Background: an optimization exercise with open tools, aiming at small area, a short achievable clock period and few clock cycles. Do not read the settings as production practice.
In this exercise RTL edits were held to simulation tests only and were not proved equivalent to the original.
No activity file was given, so power comes from the tool's default toggle rates.

## run A
## sc_codec
module sc_codec (
    input  wire        clk,
    input  wire        rst,
    input  wire        req_valid,
    output wire        req_ready,
    input  wire [63:0] req_word,
    input  wire [9:0]  req_len,
    input  wire        in_valid,
    output wire        in_ready,
    input  wire [7:0]  in_data,
    output wire        out_valid,
    input  wire        out_ready,
    output wire [7:0]  out_data,
    output wire        rsp_valid,
    input  wire        rsp_ready,
    output wire [63:0] rsp_word
);
export LEC_CHECK = 0
export ABC_AREA = 1
export CAP_MARGIN = 20
export CORE_MARGIN = 2
export CORE_UTILIZATION = 40
export SETUP_SLACK_MARGIN = 5.0
export SLEW_MARGIN = 20
create_clock -name core_clock -period 8.0 [get_ports {clk}]
standard.sh (not shown) runs the stock make flow with config.mk's settings and CLKGATE_MAP_FILE= SYNTH_SCRIPT=/design/flow/synth_recipe.tcl, a recipe that flattens the netlist after the stock synthesis.
==> flow/flow/run.sh <==
#!/bin/bash
# Own layout flow: the standard layout (standard.sh, step by step) with
#  - plain buffers on the ports (buf_1 on req_word and req_len, buf_2 elsewhere)
#    instead of the slow clock-delay cell that
#    buffer_ports picks (flow/post_gp.tcl, after global placement);
#  - a clock tree of clkbuf_8 without dummy loads.
# Each step's output goes to a log file here (ORFS's own logs are in orfs/logs).
set -euo pipefail
W=$(pwd)
export POST_GLOBAL_PLACE_TCL=$W/flow/post_gp.tcl
export CTS_ARGS="-sink_clustering_enable -repair_clock_nets -dont_use_dummy_load -buf_list sky130_fd_sc_hd__clkbuf_8"
bash standard.sh synth > log_synth.txt 2>&1
bash standard.sh floorplan > log_floorplan.txt 2>&1
bash standard.sh place > log_place.txt 2>&1
bash standard.sh cts > log_cts.txt 2>&1
bash standard.sh route > log_route.txt 2>&1
bash standard.sh finish > log_finish.txt 2>&1
==> flow/flow/post_gp.tcl <==
# Replace the port buffers that buffer_ports inserted (a slow clock-delay
# cell) with plain buffers: buf_1 on the request word and length inputs,
# which only load registers, and buf_2 on every other port.
set n1 0
set n2 0
foreach inst [[ord::get_db_block] getInsts] {
  set name [$inst getName]
  if {![regexp {^(input|output)[0-9]+$} $name]} { continue }
  set cell sky130_fd_sc_hd__buf_2
  set a [$inst findITerm A]
  if {$a ne "NULL" && [$a getNet] ne "NULL"} {
    set net [[$a getNet] getName]
    if {[string match {req_word*} $net] || [string match {req_len*} $net]} {
      set cell sky130_fd_sc_hd__buf_1
    }
  }
  if {[[$inst getMaster] getName] ne $cell} {
    replace_cell [get_cells $name] $cell
    if {$cell eq "sky130_fd_sc_hd__buf_1"} { incr n1 } else { incr n2 }
  }
}
puts "post_gp: port buffers replaced, $n1 by buf_1 and $n2 by buf_2"
Testbench counts of run A, summed over its fixed seeds: cycles 127,029.
Input-level comparison between run B and run A:
==> flow/flow/run.sh <==
#!/bin/bash
# Own layout flow: the standard layout (standard.sh, step by step) with
#  - plain buffers on the ports (buf_1 on req_word and req_len, buf_2 elsewhere)
#    instead of the slow clock-delay cell that
#    buffer_ports picks (flow/post_gp.tcl, after global placement);
#  - a clock tree of clkbuf_8 without dummy loads;
#  - setup repair aiming at a slack of FLOW_MARGIN ns (standard.sh's make
#    command, with only SETUP_SLACK_MARGIN changed).
# Each step's output goes to a log file here (ORFS's own logs are in orfs/logs).
set -euo pipefail
W=$(pwd)
FLOW_MARGIN=5.3
export POST_GLOBAL_PLACE_TCL=$W/flow/post_gp.tcl
export CTS_ARGS="-sink_clustering_enable -repair_clock_nets -dont_use_dummy_load -buf_list sky130_fd_sc_hd__clkbuf_8"
sed "s/SETUP_SLACK_MARGIN=[0-9.]*/SETUP_SLACK_MARGIN=$FLOW_MARGIN/" standard.sh > own_standard.sh
grep -q "SETUP_SLACK_MARGIN=$FLOW_MARGIN" own_standard.sh
bash own_standard.sh synth > log_synth.txt 2>&1
bash own_standard.sh floorplan > log_floorplan.txt 2>&1
bash own_standard.sh place > log_place.txt 2>&1
bash own_standard.sh cts > log_cts.txt 2>&1
bash own_standard.sh route > log_route.txt 2>&1
bash own_standard.sh finish > log_finish.txt 2>&1
## What came out
- Of run B and run A, the run reporting the lower actual transition at the worst max-transition pin was run B.
- Run B against run A: non-clock buffer count has increased, global-route usage over all layers increased by 0.59 points relative to the old numbers, combined area of the multi-input logic cells grew by about 6%, fraction of area in multi-input gates dropped 0.20 points, wire length of the first global-routing pass up 1000 um.
- Diff run B..run A | post-synthesis instance area | unchanged
- First-iteration DRC count in run B is 11 below run A.
#### Input delta (run C over run B)
==> flow/flow/run.sh <==
#!/bin/bash
# Own layout flow: the standard layout (standard.sh, step by step) with
#  - plain buffers on the ports (buf_1 on req_word and req_len, buf_2 elsewhere)
#    instead of the slow clock-delay cell that
#    buffer_ports picks (flow/post_gp.tcl, after global placement);
#  - a clock tree of clkbuf_8 without dummy loads.
# Each step's output goes to a log file here (ORFS's own logs are in orfs/logs).
set -euo pipefail
W=$(pwd)
export POST_GLOBAL_PLACE_TCL=$W/flow/post_gp.tcl
export CTS_ARGS="-sink_clustering_enable -repair_clock_nets -dont_use_dummy_load -buf_list sky130_fd_sc_hd__clkbuf_8"
bash standard.sh synth > log_synth.txt 2>&1
bash standard.sh floorplan > log_floorplan.txt 2>&1
bash standard.sh place > log_place.txt 2>&1
bash standard.sh cts > log_cts.txt 2>&1
bash standard.sh route > log_route.txt 2>&1
bash standard.sh finish > log_finish.txt 2>&1
-- flow/config.mk --
<<< run B, line 10
export CORE_MARGIN = 2
export CORE_UTILIZATION = 40
export SETUP_SLACK_MARGIN = 5.0
>>> run C, line 10
export CORE_MARGIN = 2
export CORE_UTILIZATION = 55
export PLACE_DENSITY = 0.75
export SETUP_SLACK_MARGIN = 5.0
No stage failed in run C, and the final checks on the layout all came back clean.
Run B reached the end of the flow, and the finished layout is clean on the timing, design-rule and antenna checks.
The combinational power number comes out lower for run C vs run B.
Run C ended up with fewer standard cells than run B.
The routed wire length of run C was superior to that of run B.
Taking run B as the reference point, the met2 routed wirelength of run C falls by 10%.
Compared with run B, run C improves total leakage power.
Number of global-route vias before repair delta for run C relative to run B: about 1.7% lower
Looking at clock group power, run C sits about 3% lower than run B does.
Run C ended with less via count than run B.
| number of clock-tree buffers in the layout | run C vs run B | ≈ equal |
Run C vs run B — non-clock buffer count dropped about 16%.
Modified inputs, run D compared to run C
==> flow/flow/run.sh <==
#!/bin/bash
# Own layout flow: the standard layout (standard.sh, step by step) with
#  - plain buffers on the ports (buf_1 on req_word and req_len, buf_2 elsewhere)
#    instead of the slow clock-delay cell that
#    buffer_ports picks (flow/post_gp.tcl, after global placement);
#  - a clock tree of clkbuf_4 under a clkbuf_8 root, without dummy loads.
# Each step's output goes to a log file here (ORFS's own logs are in orfs/logs).
set -euo pipefail
W=$(pwd)
export POST_GLOBAL_PLACE_TCL=$W/flow/post_gp.tcl
export CTS_ARGS="-sink_clustering_enable -repair_clock_nets -dont_use_dummy_load -root_buf sky130_fd_sc_hd__clkbuf_8 -buf_list sky130_fd_sc_hd__clkbuf_4"
bash standard.sh synth > log_synth.txt 2>&1
bash standard.sh floorplan > log_floorplan.txt 2>&1
bash standard.sh place > log_place.txt 2>&1
bash standard.sh cts > log_cts.txt 2>&1
bash standard.sh route > log_route.txt 2>&1
bash standard.sh finish > log_finish.txt 2>&1
-- flow/config.mk --
<<< run C, line 10
export CORE_MARGIN = 2
export CORE_UTILIZATION = 55
export PLACE_DENSITY = 0.75
export SETUP_SLACK_MARGIN = 5.0
>>> run D, line 10
export CORE_MARGIN = 2
export CORE_UTILIZATION = 40
export SETUP_SLACK_MARGIN = 5.0
Notes after the runs:
- Worst setup slack for register-to-register paths was higher in the run labelled run D.
- Compared to run C, run D has final cell count 77 higher.
- Status: sequential portion of the cell area parity (run D, run C)
- Final design instance area without fill across run D and run C: no real change.
- Delta (run D minus run C): area after detailed placement grew by 1.1%, first-iteration DRC count now sits lower, routed wire length now larger.
Relative to run D, the following input files were edited for run E:
==> flow/flow/run.sh <==
#!/bin/bash
# Own layout flow: the standard layout (standard.sh, step by step) with
#  - plain buffers on the ports (buf_1 on req_word and req_len, buf_2 elsewhere)
#    instead of the slow clock-delay cell that
#    buffer_ports picks (flow/post_gp.tcl, after global placement);
#  - a clock tree of clkbuf_8 without dummy loads.
# Each step's output goes to a log file here (ORFS's own logs are in orfs/logs).
set -euo pipefail
W=$(pwd)
export POST_GLOBAL_PLACE_TCL=$W/flow/post_gp.tcl
export CTS_ARGS="-sink_clustering_enable -repair_clock_nets -dont_use_dummy_load -buf_list sky130_fd_sc_hd__clkbuf_8"
bash standard.sh synth > log_synth.txt 2>&1
bash standard.sh floorplan > log_floorplan.txt 2>&1
bash standard.sh place > log_place.txt 2>&1
bash standard.sh cts > log_cts.txt 2>&1
bash standard.sh route > log_route.txt 2>&1
bash standard.sh finish > log_finish.txt 2>&1
-- flow/config.mk --
<<< run D, line 7
export LEC_CHECK = 0
export ABC_AREA = 1
export CAP_MARGIN = 20
>>> run E, line 7
export LEC_CHECK = 0
export CAP_MARGIN = 20
==> comparison <==
Maximum achievable frequency: higher on run D. Run E ends up with a final worst hold slack that is 0.040 ns higher than in run D. Going from run D to run E, end-of-flow core utilization grows by 0.23 points. In the tables for run D and run E, area overhead of the layout relative to synthesis reads lower with run E. Of the two values seen for cell with the biggest individual delay on the critical path, sky130_fd_sc_hd__edfxtp_1 was produced by run E and sky130_fd_sc_hd__nor4_1 by run D. Going from run D to run E, cell count shrank by more than 10%. Design area (higher): run E. Compared with run D, run E shows final-stage net count that has gone down by more than 10%. Share of the clock period used by the worst path after layout ends up higher on run E. For run E, the commonest non-fill, non-tap cell in the layout was sky130_fd_sc_hd__edfxtp_1, unlike run D, where it was sky130_fd_sc_hd__nand2_1. Post-layout worst setup margin, run D and run E, lower one = run E.

* * *

## amber
sc_codec again, from the RTL that the note above started with.
==> flow/config.mk <==
export PLATFORM = sky130hd
export DESIGN_NAME = sc_codec
export DESIGN_NICKNAME = sc_codec
export VERILOG_FILES = /design/flow/design.v
export SDC_FILE = /design/flow/constraint.sdc
export NUM_CORES = 4
export LEC_CHECK = 0
export ABC_AREA = 1
export CAP_MARGIN = 20
export CORE_MARGIN = 2
export CORE_UTILIZATION = 40
export SETUP_SLACK_MARGIN = 5.0
export SLEW_MARGIN = 20
export TNS_END_PERCENT = 30
==> flow/constraint.sdc <==
create_clock -name core_clock -period 8.0 [get_ports {clk}]
set_input_delay 1.6000 -clock core_clock [delete_from_list [all_inputs] [get_ports {clk}]]
set_output_delay 1.6000 -clock core_clock [all_outputs]
set_load 0.01 [all_outputs]
==> flow/flow/run.sh <==
#!/bin/bash
# Own layout flow: the standard layout (standard.sh, step by step) with
#  - plain buffers on the ports (buf_1 on req_word and req_len, buf_2 elsewhere)
#    instead of the slow clock-delay cell that
#    buffer_ports picks (flow/post_gp.tcl, after global placement);
#  - a clock tree of clkbuf_4 under a clkbuf_8 root, without dummy loads;
#  - setup repair aiming at a slack of FLOW_MARGIN ns (standard.sh's make
#    command, with only SETUP_SLACK_MARGIN changed).
# Each step's output goes to a log file here (ORFS's own logs are in orfs/logs).
set -euo pipefail
W=$(pwd)
FLOW_MARGIN=5.3
export POST_GLOBAL_PLACE_TCL=$W/flow/post_gp.tcl
export CTS_ARGS="-sink_clustering_enable -repair_clock_nets -dont_use_dummy_load -root_buf sky130_fd_sc_hd__clkbuf_8 -buf_list sky130_fd_sc_hd__clkbuf_4"
sed "s/SETUP_SLACK_MARGIN=[0-9.]*/SETUP_SLACK_MARGIN=$FLOW_MARGIN/" standard.sh > own_standard.sh
grep -q "SETUP_SLACK_MARGIN=$FLOW_MARGIN" own_standard.sh
bash own_standard.sh synth > log_synth.txt 2>&1
bash own_standard.sh floorplan > log_floorplan.txt 2>&1
bash own_standard.sh place > log_place.txt 2>&1
bash own_standard.sh cts > log_cts.txt 2>&1
bash own_standard.sh route > log_route.txt 2>&1
bash own_standard.sh finish > log_finish.txt 2>&1
Scripts as last shown in full above: flow/flow/post_gp.tcl
amber: PASS, flow complete, no timing, DRC or antenna violations
Testbench counts of amber, summed over its fixed seeds: cycles 127,029.
Edits applied to the flow inputs when going from amber to juniper:
# amber
export LEC_CHECK = 0
export ABC_AREA = 1
export CAP_MARGIN = 20
export CORE_MARGIN = 2
export CORE_UTILIZATION = 40
export SETUP_SLACK_MARGIN = 5.0
export SLEW_MARGIN = 20
export TNS_END_PERCENT = 30
create_clock -name core_clock -period 8.0 [get_ports {clk}]
# juniper
export LEC_CHECK = 0
export ABC_AREA = 1
export CAP_MARGIN = 20
export CORE_MARGIN = 2
export CORE_UTILIZATION = 40
export SETUP_SLACK_MARGIN = 5.0
export SLEW_MARGIN = 20
create_clock -name core_clock -period 8.0 [get_ports {clk}]
### Flow results
- ~same placement-stage cell area in juniper and amber
- Between juniper and amber, the non-clock buffer count is higher for juniper.
- amber → juniper: synthesized instance count shows no meaningful change, number of setup buffers added after CTS shows an increase of 4, total buffers and inverters traversed by the critical path shows an increase of 1, wire length reported by the detailed router shows an increase of about 1.2%.
- Lower fraction of area in multi-input gates was reported by juniper, not amber.
- Sort juniper and amber by final area, descending, and juniper comes first.
Input-level comparison between cedar and juniper:
-- flow/flow/run.sh --
<<< juniper, line 11
W=$(pwd)
FLOW_MARGIN=5.3
export POST_GLOBAL_PLACE_TCL=$W/flow/post_gp.tcl
>>> cedar, line 11
W=$(pwd)
FLOW_MARGIN=5.5
export POST_GLOBAL_PLACE_TCL=$W/flow/post_gp.tcl
### Flow results
cedar | status: complete | timing, DRC, antenna: pass
Multi-input combinational gate total: juniper vs cedar, no meaningful difference
Between cedar and juniper, the power dissipated in the clock network does not differ in any meaningful way.
| half-perimeter wire length after detailed placement | cedar vs juniper | better |
The lower global-route wire length before repair came out of juniper.
The top contributor to total power comes out combinational logic in one run and sequential cells in the other, namely in cedar and juniper respectively.
Re maximum fanout along the worst path: cedar is 6 down on juniper.

port drivers added, routing unchanged:
The results above use ideal ports. As a check the final layouts listed here were re-extracted and re-timed, cells and wires unchanged. Step 1: set_driving_cell puts a clkbuf_16 on clk and a buf_2 on each other input, an assumption about the parent block. Step 2, shift: input delay + t, output delay - t, t = (earliest + latest rising clock arrival at the registers) / 2. This alone moves slack from input paths to output paths. Three values: ideal ports, drivers, drivers and shift; two values: the first two.
run | t, ns | slack for setup (ns) | latest minus earliest clock arrival (ns) | worst slew at a driven data input, ns | pins driven straight from the clock port
run A | 0.490 | 5.150 / 5.150 / 4.686 | 0.020 / 0.020 | 0.04 | 1
run B | 0.487 | 5.268 / 5.228 / 4.867 | 0.035 / 0.035 | 0.05 | 1
run C | 0.481 | 5.139 / 5.139 / 4.689 | 0.029 / 0.029 | 0.05 | 1
run D | 0.465 | 5.133 / 5.153 / 4.688 | 0.032 / 0.032 | 0.04 | 1
run E | 0.481 | 5.070 / 5.070 / 4.641 | 0.022 / 0.023 | 0.06 | 1
amber | 0.459 | 5.216 / 5.173 / 4.809 | 0.029 / 0.029 | 0.04 | 1
juniper | 0.448 | 5.312 / 5.271 / 4.887 | 0.055 / 0.055 | 0.04 | 1
cedar | 0.456 | 5.314 / 5.273 / 4.982 | 0.054 / 0.054 | 0.06 | 1
After both steps every run listed still meets setup and hold. The setup slack of run A, which loses most, moves by 0.000 ns with the drivers and by -0.464 ns with both steps.
